What follows belongs to an exercise in optimizing a design on an open flow for small area; a production flow would make more cautious choices.
Only simulation tests tie the RTL to the original design; equivalence was not proved.
The clock port is modelled as an ideal driver; clocking choices that lean on that would not hold on a real chip.
Power is estimated from default activity; no workload was simulated.

==> run a <==
==> flow/design.v <==
module vcsk_channel (
    input  wire        clr,         
    input  wire [4:0]  rst_div,
    input  wire        tick,        
    input  wire        cfg_we,      
    input  wire [4:0]  cfg_div,
    input  wire [3:0]  cfg_mode,
    input  wire [15:0] cfg_vol,
    input  wire [4:0]  divide,
    input  wire [3:0]  mode,
    input  wire [15:0] volume,
    input  wire [5:0]  counter,
    input  wire [3:0]  reg4,
    input  wire [4:0]  reg5,
    output wire [4:0]  n_divide,
    output wire [3:0]  n_mode,
    output wire [15:0] n_volume,
    output wire [5:0]  n_counter,
    output wire [3:0]  n_reg4,
    output wire [4:0]  n_reg5
);
    wire       wrap = (counter > {divide, 1'b0});
    wire       fire = tick & (wrap | (counter == {1'b0, divide}));
    wire       nz5   = (reg5 != 5'd0);
    wire       m8    = (mode == 4'd8);
    wire       st5   = mode[3] ? (mode[2] ? mode[1] : (mode[1] ^ mode[0]))
                               : mode[1];
    wire       nz9   = nz5 | (m8 & (reg4 != 4'd0));
    wire       in5   = m8 ? (reg4[3] ^ reg5[4]) : (reg5[4] ^ reg5[2]);
    wire [5:0] p5    = nz9 ? {reg5, in5} : 6'd1;       
    wire       g31   = (p5[3:0] == 4'h8);
    wire       gb4   = p5[4];
    wire       z4    = (reg4 == 4'd0);
    wire       b_st4 = z4 | (reg4[3] ^ reg4[2]);
    wire       b_dv6 = ~(~reg4[2] & (reg4[2:0] != 3'd0));
    reg        in4;
    reg        go4;
    always @(*) begin
        go4 = 1'b1;
        in4 = 1'b1;
        case (mode)
            4'd0, 4'd11:  in4 = 1'b1;
            4'd1:         in4 = b_st4;
            4'd2:  begin  in4 = b_st4;     go4 = g31; end
            4'd3:  begin  in4 = b_st4;     go4 = gb4; end
            4'd4, 4'd5:   in4 = ~reg4[0];
            4'd6:  begin  in4 = ~reg4[0];  go4 = g31; end
            4'd7:  begin  in4 = ~reg4[0];  go4 = gb4; end
            4'd8, 4'd9:   in4 = p5[5];
            4'd10: begin  in4 = p5[4];     go4 = g31; end
            4'd12, 4'd13: in4 = b_dv6;
            4'd14: begin  in4 = b_dv6;     go4 = g31; end
            default: begin in4 = b_dv6;    go4 = gb4; end
        endcase
    end
    wire       inv4 = mode[3] & mode[2];
    wire [3:0] f4   = {reg4[2:0] ^ {3{inv4}}, in4};
    wire       k     = ~clr;
    wire       w_cfg = cfg_we & k;
    wire       h_cfg = ~cfg_we & k;
    wire       w_inc = tick & ~wrap & k;
    wire       h_cnt = ~tick & k;
    wire       w4    = fire & go4 & k;
    wire       h4    = ~(fire & go4) & k;
    wire       w5    = fire & (st5 | m8) & k;
    wire       h5    = ~(fire & (st5 | m8)) & k;
    assign n_divide  = ({5{w_cfg}} & cfg_div)  | ({5{h_cfg}} & divide) | ({5{clr}} & rst_div);
    assign n_mode    = ({4{w_cfg}} & cfg_mode) | ({4{h_cfg}} & mode);
    assign n_volume  = ({16{w_cfg}} & cfg_vol) | ({16{h_cfg}} & volume);
    assign n_counter = ({6{w_inc}} & (counter + 6'd1)) | ({6{h_cnt}} & counter);
    assign n_reg4    = ({4{w4}} & f4) | ({4{h4}} & reg4);
    assign n_reg5    = ({5{w5}} & p5[4:0]) | ({5{h5}} & reg5);
endmodule
module vcsk_core (
    input  wire        clk,
    input  wire        rst,
    input  wire        cmd_valid,
    output wire        cmd_ready,
    input  wire [31:0] cmd_data,
    output wire        rsp_valid,
    output wire [31:0] rsp_data,
    output wire        rsp_err
);
    localparam NCH = 32;
    localparam W   = 40;    
    reg [NCH*W-1:0] ring;
    reg [4:0]       pos;
    reg             clr;
    reg             inpass;
    reg [15:0]      acc;
    wire [1:0] op  = cmd_data[31:30];
    wire [4:0] ch  = cmd_data[29:25];
    wire refused = ((op == 2'b00) && (cmd_data[29:0] != 30'd0)) ||
                   (op[1] && (cmd_data[24:0] != 25'd0));
    wire hit     = (pos == ch) && !clr;
    wire is_smp  = (op == 2'b00) && !refused;
    wire is_rdc  = (op == 2'b10) && !refused;
    wire is_rda  = (op == 2'b11) && !refused;
    wire running = is_smp && !clr && (inpass || (pos == 5'd0));
    wire tick    = cmd_valid && running;
    assign cmd_ready = refused || (is_smp ? (running && pos == 5'd31) : hit);
    assign rsp_valid = cmd_valid && cmd_ready;
    assign rsp_err   = refused;
    wire [4:0]  h_div  = ring[4:0];
    wire [3:0]  h_mode = ring[8:5];
    wire [15:0] h_vol  = ring[24:9];
    wire [5:0]  h_cnt  = ring[30:25];
    wire [3:0]  h_r4   = ring[34:31];
    wire [4:0]  h_r5   = ring[39:35];
    wire [4:0]  n_div;
    wire [3:0]  n_mode;
    wire [15:0] n_vol;
    wire [5:0]  n_cnt;
    wire [3:0]  n_r4;
    wire [4:0]  n_r5;
    vcsk_channel u_ch (
        .clr      (clr),
        .rst_div  (pos),
        .tick     (tick),
        .cfg_we   (cmd_valid && (op == 2'b01) && hit),
        .cfg_div  (cmd_data[24:20]),
        .cfg_mode (cmd_data[19:16]),
        .cfg_vol  (cmd_data[15:0]),
        .divide   (h_div),
        .mode     (h_mode),
        .volume   (h_vol),
        .counter  (h_cnt),
        .reg4     (h_r4),
        .reg5     (h_r5),
        .n_divide (n_div),
        .n_mode   (n_mode),
        .n_volume (n_vol),
        .n_counter(n_cnt),
        .n_reg4   (n_r4),
        .n_reg5   (n_r5)
    );
    wire [15:0] add_a = acc;
    wire [15:0] add_b = (h_vol & {16{(tick && n_r4[3]) || is_rdc}}) |
                        {15'd0, is_rda && h_r4[3]};
    wire [15:0] sum   = add_a + add_b;
    assign rsp_data[15:0]  = sum;
    assign rsp_data[31:16] = is_rdc ? {2'b01, ch, h_div, h_mode} : {16{sum[15]}};
    always @(posedge clk) begin
        ring <= {n_r5, n_r4, n_cnt, n_vol, n_mode, n_div, ring[NCH*W-1:W]};
        acc  <= sum & {16{tick && (pos != 5'd31)}};
        if (rst) begin
            pos    <= 5'd0;
            clr    <= 1'b1;
            inpass <= 1'b0;
        end else begin
            pos    <= pos + 5'd1;
            if (pos == 5'd31)
                clr <= 1'b0;
            inpass <= tick && (pos != 5'd31);
        end
    end
endmodule
==> flow/flow/run.sh <==
#!/bin/bash
# The standard layout (the standard.sh: ORFS), with these changes to
# how it is made:
#  - synthesis runs flow/synth.tcl: the standard synthesis script with an
#    area-oriented abc script (flow/abc_area.script) and without the
#    adder-cell mapping step, so abc maps the adders with the other logic;
#  - the port buffers are the smallest buffer, buf_1;
#  - clock tree synthesis uses clkbuf_16 for the root and the tree, clusters
#    the flip-flops under clkbuf_8 leaf buffers, and inserts no dummy loads;
#    then flow/post_cts.tcl upsizes the leaf buffers whose flip-flops see a
#    clock slew above 112 ps (placement estimate) to clkbuf_16.
# The full output of the ORFS run goes to flow_make.log in this folder.
set -euo pipefail
HERE=$(pwd)
export MY_ABC_SCRIPT=$HERE/flow/abc_area.script
export LEAF_SLEW_TARGET=0.112
B8=sky130_fd_sc_hd__clkbuf_8
B16=sky130_fd_sc_hd__clkbuf_16
bash standard.sh \
  "SYNTH_SCRIPT=$HERE/flow/synth.tcl" \
  "ADDER_MAP_FILE=" \
  "BUFFER_PORTS_ARGS=-buffer_cell sky130_fd_sc_hd__buf_1" \
  "CTS_ARGS=-sink_clustering_enable -repair_clock_nets -buf_list $B8 -root_buf $B16 -tree_buf $B16 -sink_clustering_buffer $B8 -sink_clustering_size 22 -sink_clustering_max_diameter 40 -dont_use_dummy_load" \
  "POST_CTS_TCL=$HERE/flow/post_cts.tcl" \
  finish > flow_make.log 2>&1
==> flow/flow/abc_area.script <==
strash
dc2
dch -f
amap -F 4 -A 8
topo
==> flow/flow/post_cts.tcl <==
# Sourced by ORFS at the end of its CTS step (POST_CTS_TCL).
# Upsize clock leaf buffers whose sinks see a slow clock edge.
proc my_leaf_max_slew {inst} {
  set out [get_pins -of_objects $inst -filter "direction==output"]
  set mx 0.0
  foreach p [get_pins -of_objects [get_nets -of_objects $out] -filter "direction==input"] {
    set s [get_property $p slew_max]
    if {$s > $mx} { set mx $s }
  }
  return $mx
}
set my_target [expr {[info exists ::env(LEAF_SLEW_TARGET)] ? $::env(LEAF_SLEW_TARGET) : 0.100}]
for {set it 0} {$it < 3} {incr it} {
  estimate_parasitics -placement
  set n 0
  foreach inst [get_cells clkbuf_*] {
    set ref [get_property $inst ref_name]
    if {$ref eq "sky130_fd_sc_hd__clkbuf_16"} continue
    if {[my_leaf_max_slew $inst] > $my_target} {
      if {$ref eq "sky130_fd_sc_hd__clkbuf_8"} { set to sky130_fd_sc_hd__clkbuf_16 } else { set to sky130_fd_sc_hd__clkbuf_8 }
      replace_cell $inst $to
      incr n
    }
  }
  puts "post_cts: pass $it upsized $n clock buffers"
  if {$n == 0} break
  detailed_placement
}
estimate_parasitics -placement
==> flow/flow/synth.tcl <==
# The standard synthesis script (synth_recipe.tcl), with one change:
# every abc call runs abc_area.script (beside this file, named by
# MY_ABC_SCRIPT) in place of ORFS's own abc script, and does not map to
# o22ai_1 (abc's mapper tends to use it with an inverter on each input). The registers, their
# names and cell types are those of the standard synthesis.
proc synth {args} { yosys synth -nofsm -noshare {*}$args }
proc abc {args} {
  set i [lsearch -exact $args -script]
  if {$i >= 0} { set args [lreplace $args [expr {$i + 1}] [expr {$i + 1}] $::env(MY_ABC_SCRIPT)] }
  lappend args -dont_use sky130_fd_sc_hd__o22ai_1
  yosys abc {*}$args
}
source $::env(SCRIPTS_DIR)/synth.tcl
# left out here: clear keep_hierarchy, flatten, clean up, hide names made inside functions, write 1_2_yosys.v
==> flow/standard.sh <==
#!/bin/bash
# synth_recipe.tcl (not shown) runs the flow's synth.tcl, then flattens the netlist and writes it again
# the make line also repeats each setting of config.mk as NAME=value (left out here)
make -C /OpenROAD-flow-scripts/flow DESIGN_CONFIG=/design/flow/config.mk WORK_HOME=/design/flow/orfs CLKGATE_MAP_FILE= SYNTH_SCRIPT=/design/flow/synth_recipe.tcl "${@:-finish}"
==> flow/config.mk <==
export PLATFORM = sky130hd
export DESIGN_NAME = vcsk_core
export DESIGN_NICKNAME = vcsk_core
export VERILOG_FILES = /design/flow/design.v
export SDC_FILE = /design/flow/constraint.sdc
export NUM_CORES = 4
export LEC_CHECK = 0
export ABC_AREA = 1
export CAP_MARGIN = 20
export CORE_MARGIN = 2
export CORE_UTILIZATION = 70
export PLACE_DENSITY = 0.85
export SLEW_MARGIN = 20
==> flow/constraint.sdc <==
create_clock -name core_clock -period 44.0 [get_ports {clk}]
set_input_delay 8.8000 -clock core_clock [delete_from_list [all_inputs] [get_ports {clk}]]
set_output_delay 8.8000 -clock core_clock [all_outputs]
set_load 0.01 [all_outputs]
==> run b (differences from run a) <==
--- a/flow/flow/run.sh
+++ b/flow/flow/run.sh
@@ -21,5 +21,5 @@
   "ADDER_MAP_FILE=" \
   "BUFFER_PORTS_ARGS=-buffer_cell sky130_fd_sc_hd__buf_1" \
-  "CTS_ARGS=-sink_clustering_enable -repair_clock_nets -buf_list $B8 -root_buf $B16 -tree_buf $B16 -sink_clustering_buffer $B8 -sink_clustering_size 22 -sink_clustering_max_diameter 40 -dont_use_dummy_load" \
+  "CTS_ARGS=-sink_clustering_enable -repair_clock_nets -buf_list $B8 -root_buf $B16 -tree_buf $B16 -sink_clustering_buffer $B8 -sink_clustering_size 32 -sink_clustering_max_diameter 55 -dont_use_dummy_load" \
   "POST_CTS_TCL=$HERE/flow/post_cts.tcl" \
   finish > flow_make.log 2>&1
==> summary of the runs <==
Of run b and run a, run a has the higher design area (gap 1.1%, measured against run a). In run b the register-to-register slack is higher than in run a, by 0.58 ns. In die area, run a and run b do not differ. Sequential cell count is the same in run b and run a. Between run b and run a, the lower utilization is in run b (gap 0.87 points). Of run b and run a, run a has the higher first-iteration DRC count (gap about 30%, measured against run a). Sequential power is about the same in run b and run a. Of run a and run b, run a has the higher global-route usage (gap 2.0 points). Between run b and run a, the lower clock-buffer cell count is in run b (gap 41).
==> figures <==
Total number of vias: run b 11611; run a 11982
Part of the power in registers: run b 69.5%; run a 66.9%
Total inserted antenna cells: run b 7; run a 1
Number of iterations in the first detailed-routing pass: run b 7; run a 8
Result of the run: run b complete, no violations; run a complete, no violations
Wire length of the first global-routing pass: run b 68570 um; run a 74140 um
Internal power component: run b 1.384 mW; run a 1.428 mW
Met1 usage: run b 29.02%; run a 30.16%
Global Route met2 Usage: run b 34.37%; run a 38.85%
Fraction of layout cells with a size suffix above 1: run b 3.185%; run a 5.447%
Drt initial violations: run b 758; run a 1068
Count of filler cells inserted in the layout: run b 1997; run a 1919
Wl on met1: run b 19590 um; run a 20110 um
Maximum clock frequency: run b 36.16 MHz; run a 35.49 MHz
Detailed-route wire length per cell: run b 19.80 um; run a 21.08 um
Capturing instance or port of the critical path: run b rsp_data[27]; run a rsp_data[21]
Delay contributed by the slowest stage of the critical path: run b 0.98 ns; run a 0.76 ns
Least-Margin Pin Slew: run b 1.155 ns; run a 0.9564 ns
Final-layout non-clock buffer area share: run b 0.9378%; run a 0.9272%

==> re-timing with driven ports <==
In the flow no input, the clock included, has a driving cell. The finished layouts below were timed again as built, in two steps.
Step 1 sets driving cells, clkbuf_16 on the clock port and buf_2 on the other inputs (assumed; they add their load-dependent delay and slew).
Step 2, shift: input delay + t, output delay - t, t = (earliest + latest rising clock arrival at the registers) / 2. This alone moves slack from input paths to output paths.
Three values: ideal ports, drivers, drivers and shift; two values: the first two.
| run | t, ns | setup WS [ns] | worst register clock-pin slew, ns | worst data-port slew with drivers (ns) |
|---|---|---|---|---|
| run a | 0.629 | 15.827 / 15.799 / 15.799 | 0.11 / 0.11 | 0.11 |
| run b | 0.651 | 16.341 / 16.303 / 16.303 | 0.11 / 0.11 | 0.14 |
After both steps setup and hold are still met in every run listed. The setup slack of run b, which loses most, moves by -0.038 ns with the drivers and by -0.038 ns with both steps.
